This design comes from an exercise in tuning for a short achievable clock period and few clock cycles on the open sky130 flow, not from production work.
The RTL was checked by simulation tests, not by an equivalence proof against the original design.
Power and IR drop assume default switching activity.

===== flow/config.mk =====
export PLATFORM = sky130hd
export DESIGN_NAME = col216_core
export DESIGN_NICKNAME = col216_core
export VERILOG_FILES = /design/flow/design.v
export SDC_FILE = /design/flow/constraint.sdc
export NUM_CORES = 4
export LEC_CHECK = 0
export CAP_MARGIN = 20
export CORE_MARGIN = 2
export CORE_UTILIZATION = 40
export PLACE_DENSITY = 0.6
export SLEW_MARGIN = 20

===== flow/constraint.sdc =====
create_clock -name core_clock -period 14.0 [get_ports {clk}]
set_input_delay 2.8000 -clock core_clock [delete_from_list [all_inputs] [get_ports {clk}]]
set_output_delay 2.8000 -clock core_clock [all_outputs]
set_load 0.01 [all_outputs]

===== flow/design.v =====
module col216_core (
    input  wire        clk,
    input  wire        rst,           
    input  wire [18:0] prog_len,      
    output wire        imem_en,
    output wire [17:0] imem_addr,
    input  wire [31:0] imem_rdata,
    output wire        dmem_re,
    output wire        dmem_we,
    output wire [17:0] dmem_addr,
    output wire [31:0] dmem_wdata,
    input  wire [31:0] dmem_rdata,
    output wire        wb_en,
    output wire [4:0]  wb_reg,
    output wire [31:0] wb_data,
    output wire        retire_valid,
    output wire [17:0] retire_idx,
    output wire        done,
    output wire [2:0]  status,
    output wire [18:0] err_idx
);
    localparam [2:0] ST_SUCCESS  = 3'd0,
                     ST_INV_LBL  = 3'd2,
                     ST_INV_ADDR = 3'd3,
                     ST_SYNTAX   = 3'd4,
                     ST_MEM_LIM  = 3'd5,
                     ST_RUNNING  = 3'd7;
    function [3:0] oh2;
        input [1:0] x;
        oh2 = 4'b0001 << x;
    endfunction
    localparam integer NPP = 17;      
    localparam integer NB  = 4;       
    reg [31:0] regs [1:31];
    reg [31:1] rvalid;                
    reg [18:0] len_r;
    reg [2:0]  status_r;
    reg [18:0] err_r;
    reg        done_r;
    reg [2:0]  status_o;
    reg [18:0] pc;
    reg [3:0]  pc_oh;        
    reg        pcv;
    reg        btb_v   [0:NB-1];
    reg [16:0] btb_tag [0:NB-1];
    reg [18:0] btb_tgt [0:NB-1];
    reg        btb_tv  [0:NB-1];
    reg        dv;
    reg [18:0] dpc;
    reg [19:0] dpc1;         
    reg [31:0] ir;
    reg        dbh;          
    reg [31:1] rs_oh, rt_oh;
    reg        p_j, p_br, p_mem, p_addi, use_a, use_b;
    reg        q_s_e1, q_s_e2, q_s_w, q_t_e1, q_t_e2, q_t_w;
    reg [19:0] d_rem;        
    reg        d_pc1_lt;     
    reg        ev;
    reg [17:0] epc;
    reg [4:0]  e_dest;
    reg        e_wen;
    reg        e_late;       
    reg [31:0] e_a, e_b;
    reg [31:0] e_ma, e_mb;   
    reg [31:0] e_sd;         
    reg        e_sub, e_slt, e_mul, e_lw;
    reg        e_br, e_bne, e_j;
    reg        e_pred;
    reg [18:0] e_tgt;
    reg        e_tgt_lt;
    reg [18:0] e_alt;
    reg        e_alt_v;
    reg        e_re, e_we;
    reg [17:0] e_addr;
    reg        e_fault;
    reg [2:0]  e_kind;
    reg        e2v;
    reg [17:0] e2pc;
    reg [4:0]  e2_dest;
    reg        e2_wen;
    reg [31:0] e2_res;
    reg        e2_mul;
    reg [31:0] m0, m1, m2, m3;
    reg        wv;
    reg [17:0] wpc;
    reg [4:0]  w_dest;
    reg        w_wen;
    reg [31:0] w_res;
    reg [4:0]  wb_reg_o;     
    reg [31:0] wb_data_o;    
    wire [31:0] n1s = m0 ^ m1 ^ m2;
    wire [31:0] n1c = ((m0 & m1) | (m0 & m2) | (m1 & m2)) << 1;
    wire [31:0] n2s = n1s ^ n1c ^ m3;
    wire [31:0] n2c = ((n1s & n1c) | (n1s & m3) | (n1c & m3)) << 1;
    wire [31:0] mres = n2s + n2c;
    wire [31:0] e2_out = e2_mul ? mres : e2_res;
    wire [31:0] sum  = e_a + e_b;
    wire [31:0] diff = e_a - e_b;
    wire        lt   = (e_a[31] != e_b[31]) ? e_a[31] : diff[31];
    wire        eq   = (e_a == e_b);
    wire [31:0] e1_res = e_lw  ? dmem_rdata :
                         e_slt ? {31'd0, lt} :
                         e_sub ? diff : sum;
    wire fault   = ev && e_fault;
    wire taken   = e_j || (e_br && (eq ^ e_bne));
    wire mispred = ev && !e_fault && e_br && (taken != e_pred);
    wire btb_upd = ev && !e_fault && (e_br || e_j);
    reg [31:0] pp [0:NPP-1];
    integer j;
    always @(*) begin
        pp[NPP-1] = 32'd0;
        for (j = 0; j < 16; j = j + 1) begin : booth
            reg b2, b1, b0;
            reg one, two, neg;
            reg [32:0] sel;
            b2 = e_mb[2*j+1];
            b1 = e_mb[2*j];
            b0 = (j == 0) ? 1'b0 : e_mb[2*j-1];
            one = b1 ^ b0;
            two = (b2 & ~b1 & ~b0) | (~b2 & b1 & b0);
            neg = b2;
            sel = ({33{one}} & {e_ma[31], e_ma}) | ({33{two}} & {e_ma, 1'b0});
            sel = sel ^ {33{neg}};
            pp[j] = sel[31:0] << (2*j);
            pp[NPP-1][2*j] = neg;
        end
    end
    wire [31:0] l1 [0:11];
    wire [31:0] l2 [0:7];
    wire [31:0] l3 [0:5];
    wire [31:0] l4 [0:3];
    genvar g;
    generate
        for (g = 0; g < 5; g = g + 1) begin : lv1
            assign l1[2*g]   = pp[3*g] ^ pp[3*g+1] ^ pp[3*g+2];
            assign l1[2*g+1] = ((pp[3*g] & pp[3*g+1]) | (pp[3*g] & pp[3*g+2]) |
                                (pp[3*g+1] & pp[3*g+2])) << 1;
        end
        assign l1[10] = pp[15];
        assign l1[11] = pp[16];
        for (g = 0; g < 4; g = g + 1) begin : lv2
            assign l2[2*g]   = l1[3*g] ^ l1[3*g+1] ^ l1[3*g+2];
            assign l2[2*g+1] = ((l1[3*g] & l1[3*g+1]) | (l1[3*g] & l1[3*g+2]) |
                                (l1[3*g+1] & l1[3*g+2])) << 1;
        end
        for (g = 0; g < 2; g = g + 1) begin : lv3
            assign l3[2*g]   = l2[3*g] ^ l2[3*g+1] ^ l2[3*g+2];
            assign l3[2*g+1] = ((l2[3*g] & l2[3*g+1]) | (l2[3*g] & l2[3*g+2]) |
                                (l2[3*g+1] & l2[3*g+2])) << 1;
        end
        assign l3[4] = l2[6];
        assign l3[5] = l2[7];
        for (g = 0; g < 2; g = g + 1) begin : lv4
            assign l4[2*g]   = l3[3*g] ^ l3[3*g+1] ^ l3[3*g+2];
            assign l4[2*g+1] = ((l3[3*g] & l3[3*g+1]) | (l3[3*g] & l3[3*g+2]) |
                                (l3[3*g+1] & l3[3*g+2])) << 1;
        end
    endgenerate
    wire [5:0] d_opc = ir[31:26];
    wire [5:0] d_fn  = ir[5:0];
    wire       d_sh0 = (ir[10:6] == 5'd0);
    wire d_add  = d_opc == 6'h00 && d_sh0 && d_fn == 6'h20;
    wire d_sub  = d_opc == 6'h00 && d_sh0 && d_fn == 6'h22;
    wire d_slt  = d_opc == 6'h00 && d_sh0 && d_fn == 6'h2A;
    wire d_mul  = d_opc == 6'h1C && d_sh0 && d_fn == 6'h02;
    wire d_beq  = d_opc == 6'h04;
    wire d_bne  = d_opc == 6'h05;
    wire d_lw   = d_opc == 6'h23;
    wire d_sw   = d_opc == 6'h2B;
    wire d_rtype = d_add | d_sub | d_slt | d_mul;
    wire d_bad   = !(d_rtype | d_beq | d_bne | p_j | d_lw | d_sw | p_addi);
    wire [4:0] d_dest = d_rtype ? ir[15:11] : (p_addi | d_lw) ? ir[20:16] : 5'd0;
    wire [4:0] rs = ir[25:21];
    wire [4:0] rt = ir[20:16];
    wire [31:0] imm = {{16{ir[15]}}, ir[15:0]};
    reg [31:0] rf_s, rf_t;
    integer k;
    always @(*) begin
        rf_s = 32'd0;
        rf_t = 32'd0;
        for (k = 1; k < 32; k = k + 1) begin
            rf_s = rf_s | ({32{rs_oh[k] & rvalid[k]}} & regs[k]);
            rf_t = rf_t | ({32{rt_oh[k] & rvalid[k]}} & regs[k]);
        end
    end
    wire s_e1 = ev && q_s_e1;
    wire s_e2 = q_s_e2;
    wire s_w  = q_s_w;
    wire t_e1 = ev && q_t_e1;
    wire t_e2 = q_t_e2;
    wire t_w  = q_t_w;
    wire a1 = s_e1;
    wire a2 = !s_e1 && s_e2;
    wire a3 = !s_e1 && !s_e2 && s_w;
    wire a4 = !s_e1 && !s_e2 && !s_w;
    wire b0 = p_addi;
    wire b1 = !p_addi && t_e1;
    wire b2 = !p_addi && !t_e1 && t_e2;
    wire b3 = !p_addi && !t_e1 && !t_e2 && t_w;
    wire b4 = !p_addi && !t_e1 && !t_e2 && !t_w;
    wire [31:0] va = ({32{a1}} & e1_res) | ({32{a2}} & e2_out) |
                     ({32{a3}} & w_res)  | ({32{a4}} & rf_s);
    wire [31:0] vb = ({32{b0}} & imm) | ({32{b1}} & e1_res) | ({32{b2}} & e2_out) |
                     ({32{b3}} & w_res) | ({32{b4}} & rf_t);
    wire [31:0] vma = ({32{a1 & d_mul}} & e1_res) | ({32{a2 & d_mul}} & e2_out) |
                      ({32{a3 & d_mul}} & w_res)  | ({32{a4 & d_mul}} & rf_s);
    wire [31:0] vmb = ({32{b1 & d_mul}} & e1_res) | ({32{b2 & d_mul}} & e2_out) |
                      ({32{b3 & d_mul}} & w_res)  | ({32{b4 & d_mul}} & rf_t);
    wire [31:0] vsd = ({32{b1 & d_sw}} & e1_res) | ({32{b2 & d_sw}} & e2_out) |
                      ({32{b3 & d_sw}} & w_res)  | ({32{b4 & d_sw}} & rf_t);
    wire late_haz = e_late && ((use_a && s_e1) || (use_b && t_e1));
    wire agi      = p_mem && (s_e1 || s_e2);
    wire stall    = dv && (late_haz || agi);
    wire [31:0] base    = s_w ? w_res : rf_s;
    wire [32:0] d_addr  = {base[31], base} + {imm[31], imm};
    wire [20:0] lo_sum  = {1'b0, base[19:0]} + {1'b0, imm[19:0]};
    wire        c20     = lo_sum[20];
    wire [12:0] bhi     = {base[31], base[31:20]};
    wire        bhi_z   = (bhi == 13'd0);
    wire        bhi_m1  = (bhi == 13'h1FFF);
    wire        bhi_p1  = (bhi == 13'd1);
    wire        hi_ok   = ir[15] ? ((bhi_p1 && !c20) || (bhi_z && c20))
                                 : ((bhi_z && !c20) || (bhi_m1 && c20));
    wire        addr_ok = hi_ok && ((base[1:0] + ir[1:0]) == 2'b00);
    wire [19:0] bt      = dpc1 + {{4{ir[15]}}, ir[15:0]};
    wire [18:0] tgt     = p_j ? ir[18:0] : bt[18:0];
    wire        tgt_hi  = p_j ? (ir[25:19] != 7'd0) : bt[19];
    wire        tgt_ok  = !tgt_hi && (tgt <= len_r);
    wire        tgt_lt  = p_j ? (ir[25:19] == 7'd0 && ir[18:0] < len_r)
                                : ($signed({{4{ir[15]}}, ir[15:0]}) < $signed(d_rem));
    wire        pc1_lt  = d_pc1_lt;
    wire        pred    = p_j || (p_br && (dbh || ir[15]));
    wire [18:0] pnext   = pred ? tgt : dpc1[18:0];
    wire        pnext_v = pred ? tgt_lt : pc1_lt;
    wire        d_redir = dv && (pred != dbh);
    wire d_fault = d_bad || ((p_br || p_j) && !tgt_ok) || (p_mem && !addr_ok);
    wire [2:0] d_kind = d_bad ? ST_SYNTAX : (p_br || p_j) ? ST_INV_LBL : ST_INV_ADDR;
    wire go = dv && !stall && !mispred && !fault;
    reg         btb_hit;
    reg  [18:0] btb_t;
    reg         btb_tlt;
    always @(*) begin
        btb_hit = 1'b0;
        btb_t   = 19'd0;
        btb_tlt = 1'b0;
        for (k = 0; k < NB; k = k + 1) begin
            if (pc_oh[k] && btb_v[k] && btb_tag[k] == pc[18:2]) begin
                btb_hit = 1'b1;
                btb_t   = btb_t | btb_tgt[k];
                btb_tlt = btb_tlt | btb_tv[k];
            end
        end
    end
    wire [18:0] fpc1    = pc + 19'd1;
    wire        fpc1_lt = fpc1 < len_r;
    wire [31:0] fw = imem_rdata;
    reg [31:1] f_rs_oh, f_rt_oh;
    always @(*) begin
        for (k = 1; k < 32; k = k + 1) begin
            f_rs_oh[k] = (fw[25:21] == k);
            f_rt_oh[k] = (fw[20:16] == k);
        end
    end
    wire f_rr = (fw[31:26] == 6'h00) || (fw[31:26] == 6'h1C);
    wire f_br = (fw[31:26] == 6'h04) || (fw[31:26] == 6'h05);
    wire [4:0] rs_n = stall ? ir[25:21] : fw[25:21];
    wire [4:0] rt_n = stall ? ir[20:16] : fw[20:16];
    integer i;
    always @(posedge clk) begin
        if (w_wen)
            regs[w_dest] <= w_res;
        if (rst)
            rvalid <= 31'd0;
        else if (w_wen)
            rvalid[w_dest] <= 1'b1;
    end
    always @(posedge clk) begin
        if (rst) begin
            for (i = 0; i < NB; i = i + 1)
                btb_v[i] <= 1'b0;
        end else if (btb_upd) begin
            btb_v[epc[1:0]] <= taken;
        end
        if (btb_upd) begin
            btb_tag[epc[1:0]] <= {1'b0, epc[17:2]};
            btb_tgt[epc[1:0]] <= e_tgt;
            btb_tv[epc[1:0]]  <= e_tgt_lt;
        end
    end
    always @(posedge clk) begin
        wpc    <= e2pc;
        w_dest <= e2_dest;
        w_res  <= e2_out;
        wb_reg_o  <= e2_wen ? e2_dest : 5'd0;
        wb_data_o <= e2_wen ? e2_out : 32'd0;
        e2pc    <= epc;
        e2_dest <= e_dest;
        e2_res  <= e1_res;
        e2_mul  <= e_mul;
        m0 <= l4[0];
        m1 <= l4[1];
        m2 <= l4[2];
        m3 <= l4[3];
        epc    <= dpc[17:0];
        e_dest <= d_dest;
        e_wen  <= d_dest != 5'd0;
        e_late <= d_mul;
        e_a    <= va;
        e_b    <= vb;
        e_ma   <= vma;
        e_mb   <= vmb;
        e_sd   <= vsd;
        e_sub  <= d_sub;
        e_slt  <= d_slt;
        e_mul  <= d_mul;
        e_lw   <= d_lw;
        e_br   <= p_br;
        e_bne  <= d_bne;
        e_j    <= p_j;
        e_pred   <= pred;
        e_tgt    <= tgt;
        e_tgt_lt <= tgt_lt;
        e_alt    <= pred ? dpc1[18:0] : tgt;
        e_alt_v  <= pred ? pc1_lt : tgt_lt;
        e_addr   <= d_addr[19:2];
        e_fault  <= d_fault;
        e_kind   <= d_kind;
        if (!stall) begin
            ir    <= imem_rdata;
            dpc   <= pc;
            dpc1  <= {1'b0, fpc1};
            rs_oh <= f_rs_oh;
            rt_oh <= f_rt_oh;
            p_j    <= fw[31:26] == 6'h02;
            p_br   <= f_br;
            p_mem  <= (fw[31:26] == 6'h23) || (fw[31:26] == 6'h2B);
            p_addi <= fw[31:26] == 6'h08;
            use_a  <= f_rr || f_br || (fw[31:26] == 6'h08);
            use_b  <= f_rr || f_br || (fw[31:26] == 6'h2B);
        end
        q_s_e1 <= (d_dest == rs_n) && (d_dest != 5'd0);
        q_t_e1 <= (d_dest == rt_n) && (d_dest != 5'd0);
        q_s_e2 <= ev && !e_fault && e_wen && (e_dest == rs_n);
        q_t_e2 <= ev && !e_fault && e_wen && (e_dest == rt_n);
        q_s_w  <= e2v && e2_wen && (e2_dest == rs_n);
        q_t_w  <= e2v && e2_wen && (e2_dest == rt_n);
        if (!stall) begin
            d_rem    <= {1'b0, len_r} + {1'b1, ~pc};
            d_pc1_lt <= fpc1_lt;
        end
        if (!stall)
            dbh <= btb_hit;
        else if (d_redir)
            dbh <= pred;
    end
    always @(posedge clk) begin
        if (rst) begin
            len_r    <= prog_len;
            status_r <= (prog_len[18] && prog_len[17:0] != 18'd0) ? ST_MEM_LIM : ST_SUCCESS;
            err_r    <= prog_len;
            done_r   <= 1'b0;
            status_o <= ST_RUNNING;
            pc       <= 19'd0;
            pc_oh    <= 4'b0001;
            pcv      <= !prog_len[18] && (prog_len[17:0] != 18'd0);
            dv       <= 1'b0;
            ev       <= 1'b0;
            e_re     <= 1'b0;
            e_we     <= 1'b0;
            e2v      <= 1'b0;
            e2_wen   <= 1'b0;
            wv       <= 1'b0;
            w_wen    <= 1'b0;
        end else begin
            done_r   <= !pcv && !dv && !ev && !e2v && !wv;
            status_o <= (!pcv && !dv && !ev && !e2v && !wv) ? status_r : ST_RUNNING;
            wv    <= e2v;
            w_wen <= e2v && e2_wen;
            e2v    <= ev && !e_fault;
            e2_wen <= ev && !e_fault && e_wen;
            ev   <= go;
            e_re <= go && d_lw && addr_ok;
            e_we <= go && d_sw && addr_ok;
            if (mispred) begin
                dv    <= 1'b0;
                pc    <= e_alt;
                pc_oh <= oh2(e_alt[1:0]);
                pcv   <= e_alt_v;
            end else begin
                if (d_redir) begin
                    pc    <= pnext;
                    pc_oh <= oh2(pnext[1:0]);
                    pcv   <= pnext_v;
                end else if (!stall && pcv) begin
                    pc    <= btb_hit ? btb_t : fpc1;
                    pc_oh <= btb_hit ? oh2(btb_t[1:0]) : oh2(fpc1[1:0]);
                    pcv   <= btb_hit ? btb_tlt : fpc1_lt;
                end
                if (!stall)
                    dv <= pcv && !d_redir;
            end
            if (fault) begin
                status_r <= e_kind;
                err_r    <= {1'b0, epc};
                pcv      <= 1'b0;
                dv       <= 1'b0;
            end
        end
    end
    assign imem_en   = pcv;
    assign imem_addr = pc[17:0];
    assign dmem_re    = e_re;
    assign dmem_we    = e_we;
    assign dmem_addr  = e_addr;
    assign dmem_wdata = e_sd;
    assign wb_en        = w_wen;
    assign wb_reg       = wb_reg_o;
    assign wb_data      = wb_data_o;
    assign retire_valid = wv;
    assign retire_idx   = wpc;
    assign done    = done_r;
    assign status  = status_o;
    assign err_idx = err_r;
endmodule

===== flow/flow/run.sh =====
#!/bin/bash
# The standard layout, with the setup repair aiming for more slack than the
# clock needs (repair_timing -setup_margin), so that the achieved period
# shrinks, and with gate sizing free to change a cell's footprint.
# Synthesis is the standard one, unchanged.
set -euo pipefail
bash standard.sh SETUP_SLACK_MARGIN=10.2 MATCH_CELL_FOOTPRINT=0 finish > flow_make.log 2>&1

===== flow/standard.sh =====
#!/bin/bash
# synth_recipe.tcl (not shown) runs the flow's synth.tcl, then flattens the netlist and writes it again
# the make line also repeats each setting of config.mk as NAME=value (left out here)
make -C /OpenROAD-flow-scripts/flow DESIGN_CONFIG=/design/flow/config.mk WORK_HOME=/design/flow/orfs CLKGATE_MAP_FILE= SYNTH_SCRIPT=/design/flow/synth_recipe.tcl "${@:-finish}"

==> summary.txt <==
Status: complete, no violations
Max cap viols: 0
Avg Cell Area, Syn: 11.2 µm²
First-pass GRT wire length: 611000 µm
Final nets: 9584
FP Rows: 181
CP arrival: 5.70 ns
Clock Skew: 0.0832 ns
Register area share after synthesis: 53.0%
VDD IR-drop max: 0.138 mV
Distinct cell type count after synthesis: 101
Dpl ws: 8.65 ns
PortBufs: 235
Crit path max fanout: 32
Antenna violations before repair: 29
Starting Density: 40.1%
I/O pins: 236
CP required: 14.89 ns
Htree depth: 4
Vias per cell: 6.88
Mapped Cells: 8696
HPWL Detailed: 266000 µm
CP Cell Sequence: and2_2 -> buf_8 -> a22o_1 -> a221oi_1 -> nand4_1 -> o32a_1 -> ha_1 -> a21o_1 -> a221oi_4 -> a2bb2oi_4 -> a211o_1 -> and4b_1 -> o2111a_2 -> or3b_4 -> nand4_1
Via count: 85.1k
Area share of the largest cell type after synthesis: 41.4%
PD cells: 107 nW/µm²
# setup viols final: 0
Share of cells above drive strength 1: 19.9%
ANT nets after route: 0
Critical Path Max Stage Delay: 0.53 ns
DIE WIDTH: 497 µm
Min Tclk post-route: 4.81 ns
Die area: 247000 µm²
Initial DRC count: 17.3k
DR pass1 iterations: 15
Synthesized cell area: 97200 µm²
Fin. max-slew vios: 0
Vias in the first global route: 78.4k
Hold Vio Cnt, Final: 0
CTS tree: done
CP most frequent cell: nand4_1
All-Layer GR Usage: 34.7%
Top_reg_cell synth: edfxtp_1
Synth Register Bits: 1904
Die Y: 497 µm
Worst Slack Setup Final: 9.19 ns
Slew headroom: 19.3%
Total grt overflow: 0
Area growth syn-to-layout: 21.1%
Worst-skew pair later-pin latency: 0.94 ns
Post-synth EDFFs: 1341
Fillers: 21.4k
Largest net degree at the start of global routing: 96
CORE AREA: 243000 µm²
Worst Tran Pin Value: 1.21 ns
Ys async rst share: 0%
Post-route DRC: 0
Worst hold path class: reg2reg
Cell taking the most area after synthesis: edfxtp_1
Tcrit/Tclk final: 34.4%
Mapped Nets: 9294
Clk sinks: 1904
RSZ-0062 raised after global routing: true
Final Wtd Congestion: 0.984
Clock Tree Root: clkbuf_16
Total negative slack: 0 ns
Clock buffers created by TritonCTS: 197
Clk buf depth: 3
Routed WL per cell: 37.0 µm
Fmax: 208 MHz
Clk slew on worst S/H paths: 0.06 ns
Leak pwr: 42.5 nW
Top cells by area, synth: edfxtp_1 41%, dfxtp_1 12%, fa_1 4.2%, ha_1 4.0%, a221oi_1 3.7%
CP max stage cell: o32a_1
Routed wire length: 458000 µm
Crit. End Element: register
CP Class: reg2reg
Startpoint Class: register
Synthesis Warnings: 2
[sequential cells by signal, summed over array words and instances, names as in the netlist, 32 cells and up]
signal	cells
e_ma	32
e2_res	32
btb_tgt	76
m0	32
e_a	32
e_mb	32
wb_data_o	32
w_res	32
regs	992
e_sd	32
ir	32
e_b	32
btb_tag	64
[through the flow]
| step | instance area (µm²) | cells | power [mW] | hold slack, ns | util [%] |
|---|---|---|---|---|---|
| 2_1_floorplan | 98000 | 8696 | 6.65 | 0.310 | - |
| 3_3_place_gp | 103000 | 11628 | 6.91 | 0.313 | 42.5 |
| 3_5_place_dp | 103000 | 11632 | 6.92 | 0.313 | 42.5 |
| 4_1_cts | 114000 | 12193 | 12.5 | 0.302 | 47.1 |
| 5_1_grt | 118000 | 12365 | 12.9 | 0.302 | 48.5 |
| 6_report | 118000 | 12374 | 12.6 | 0.312 | 48.5 |
[critical path: cells and delay by family (launching register included)]
kind	cells	cell delay, ns
buffers and inverters	1	0.17
adder cells (fa/ha/maj)	1	0.51
AND/OR/NAND/NOR	5	1.04
flip-flops	1	0.36
AO/OA/AOI/OAI	8	2.49
[routing by layer]
layer	track usage (%)	wire length, µm
met5	0.0965	230
met2	49.3	185000
met4	24.3	42600
met3	12.2	68600
met1	44.0	161000
[worst paths after layout]
path,depth (start not counted),from,to,slack [ns]
hold reg to reg,0,e2pc[12]$_DFF_P_,wpc[12]$_DFF_P_,0.31
setup reg to reg,15,rs_oh[2]$_DFFE_PN_,e_fault$_DFF_P_,9.19
setup / recovery,15,rs_oh[2]$_DFFE_PN_,e_fault$_DFF_P_,9.19
hold / removal,0,e2pc[12]$_DFF_P_,wpc[12]$_DFF_P_,0.31
[cells in the final DEF (no fill, tap or decap), types with 48 or more instances in the layout]
cell type | Yosys | layout
a21oi_1 | 455 | 423
nand4_1 | 173 | 173
ha_1 | 308 | 260
a31oi_1 | 72 | 65
dfxtp_1 | 563 | 398
a21o_1 | 73 | 69
buf_4 | 19 | 405
fa_1 | 205 | 184
buf_6 | 4 | 160
nand2_1 | 633 | 619
nor3_1 | 104 | 80
clkbuf_16 | 0 | 252
clkdlybuf4s50_1 | 0 | 80
maj3_1 | 96 | 92
dfxtp_2 | 0 | 104
nand3_1 | 141 | 137
a221oi_1 | 411 | 380
buf_12 | 0 | 48
edfxtp_1 | 1341 | 1341
a22o_1 | 359 | 359
dfxtp_4 | 0 | 61
a22oi_1 | 336 | 334
o211ai_1 | 65 | 65
xnor2_1 | 173 | 151
and2_1 | 154 | 80
xor2_1 | 120 | 110
o21ai_0 | 371 | 316
nor2_1 | 524 | 472
o22ai_1 | 62 | 61
nor2b_1 | 120 | 110
inv_1 | 314 | 303
nand2b_1 | 78 | 73
[layout make-up]
class / count / area [µm²] / area share, %
tap: 3202 / 4010 / 3.40
antenna: 13 / 32.5 / 0.0276
timing repair buffer: 831 / 8960 / 7.61
clock inverter: 124 / 1740 / 1.48
inverter: 315 / 1200 / 1.02
clock buffer: 248 / 5320 / 4.51
sequential: 1904 / 51900 / 44.1
multi-input combinational: 5736 / 44600 / 37.9
timing repair inverter: 1 / 7.51 / 0.00638
[what timing repair did]
action | in CTS | in global routing
hold buffers | 0 | 0
setup endpoints to repair | 412 | 379
pin swaps | 96 | 139
setup buffers | 168 | 128
cloned | 21 | 39
resized for setup | 1184 | 436
[cell families after synthesis]
group	count (synthesis)	synth area share, %
adder cells (fa/ha/maj)	609	9.17
buffers and inverters	1060	4.23
flip-flops	1904	53.0
AO/OA/AOI/OAI	2641	19.6
XOR/XNOR	293	2.64
multiplexers	92	1.01
AND/OR/NAND/NOR	2097	10.3
[power breakdown]
group / internal, mW / switching, mW
Sequential: 6.12 / 0.0927
Clock: 3.27 / 2.44
Combinational: 0.283 / 0.395
[cells in the mapped netlist, types with 35 or more instances]
master and count:
edfxtp_1 1341, nand2_1 633, clkbuf_1 579, dfxtp_1 563, nor2_1 524, a21oi_1 455
a221oi_1 411, o21ai_0 371, a22o_1 359, a22oi_1 336, inv_1 314, ha_1 308
fa_1 205, nand4_1 173, xnor2_1 173, and2_1 154, nand3_1 141, buf_1 125
nor2b_1 120, xor2_1 120, nor3_1 104, maj3_1 96, nand2b_1 78, a21o_1 73
a31oi_1 72, o211ai_1 65, a211oi_1 64, o22ai_1 62, o221ai_1 54, mux2i_1 48
a222oi_1 43, mux2_2 43, nor4_1 38, o31ai_1 36, o21a_1 35
Testbench counts, summed over its fixed seeds: cycles 56,973.

-- what the ideal ports hide --
Ports are ideal in the flow. The routed layout listed here was re-timed in OpenROAD.
Step 1 assumes that a clkbuf_16 drives the clock port and a buf_2 every other input.
Step 2 also shifts input and output timing later by t, the mid clock arrival at the registers, as if the neighbouring blocks saw the same clock.
Slacks: no drivers / after step 1 / after step 2; pairs: no drivers / after step 1.
t, ns: 0.990
setup WS [ns]: 9.188 / 9.188 / 9.075
latest minus earliest clock arrival (ns): 0.085 / 0.085
After both steps this run still meets setup and hold. For this run, drivers alone change the setup slack by 0.000 ns; drivers and shift together by -0.113 ns.
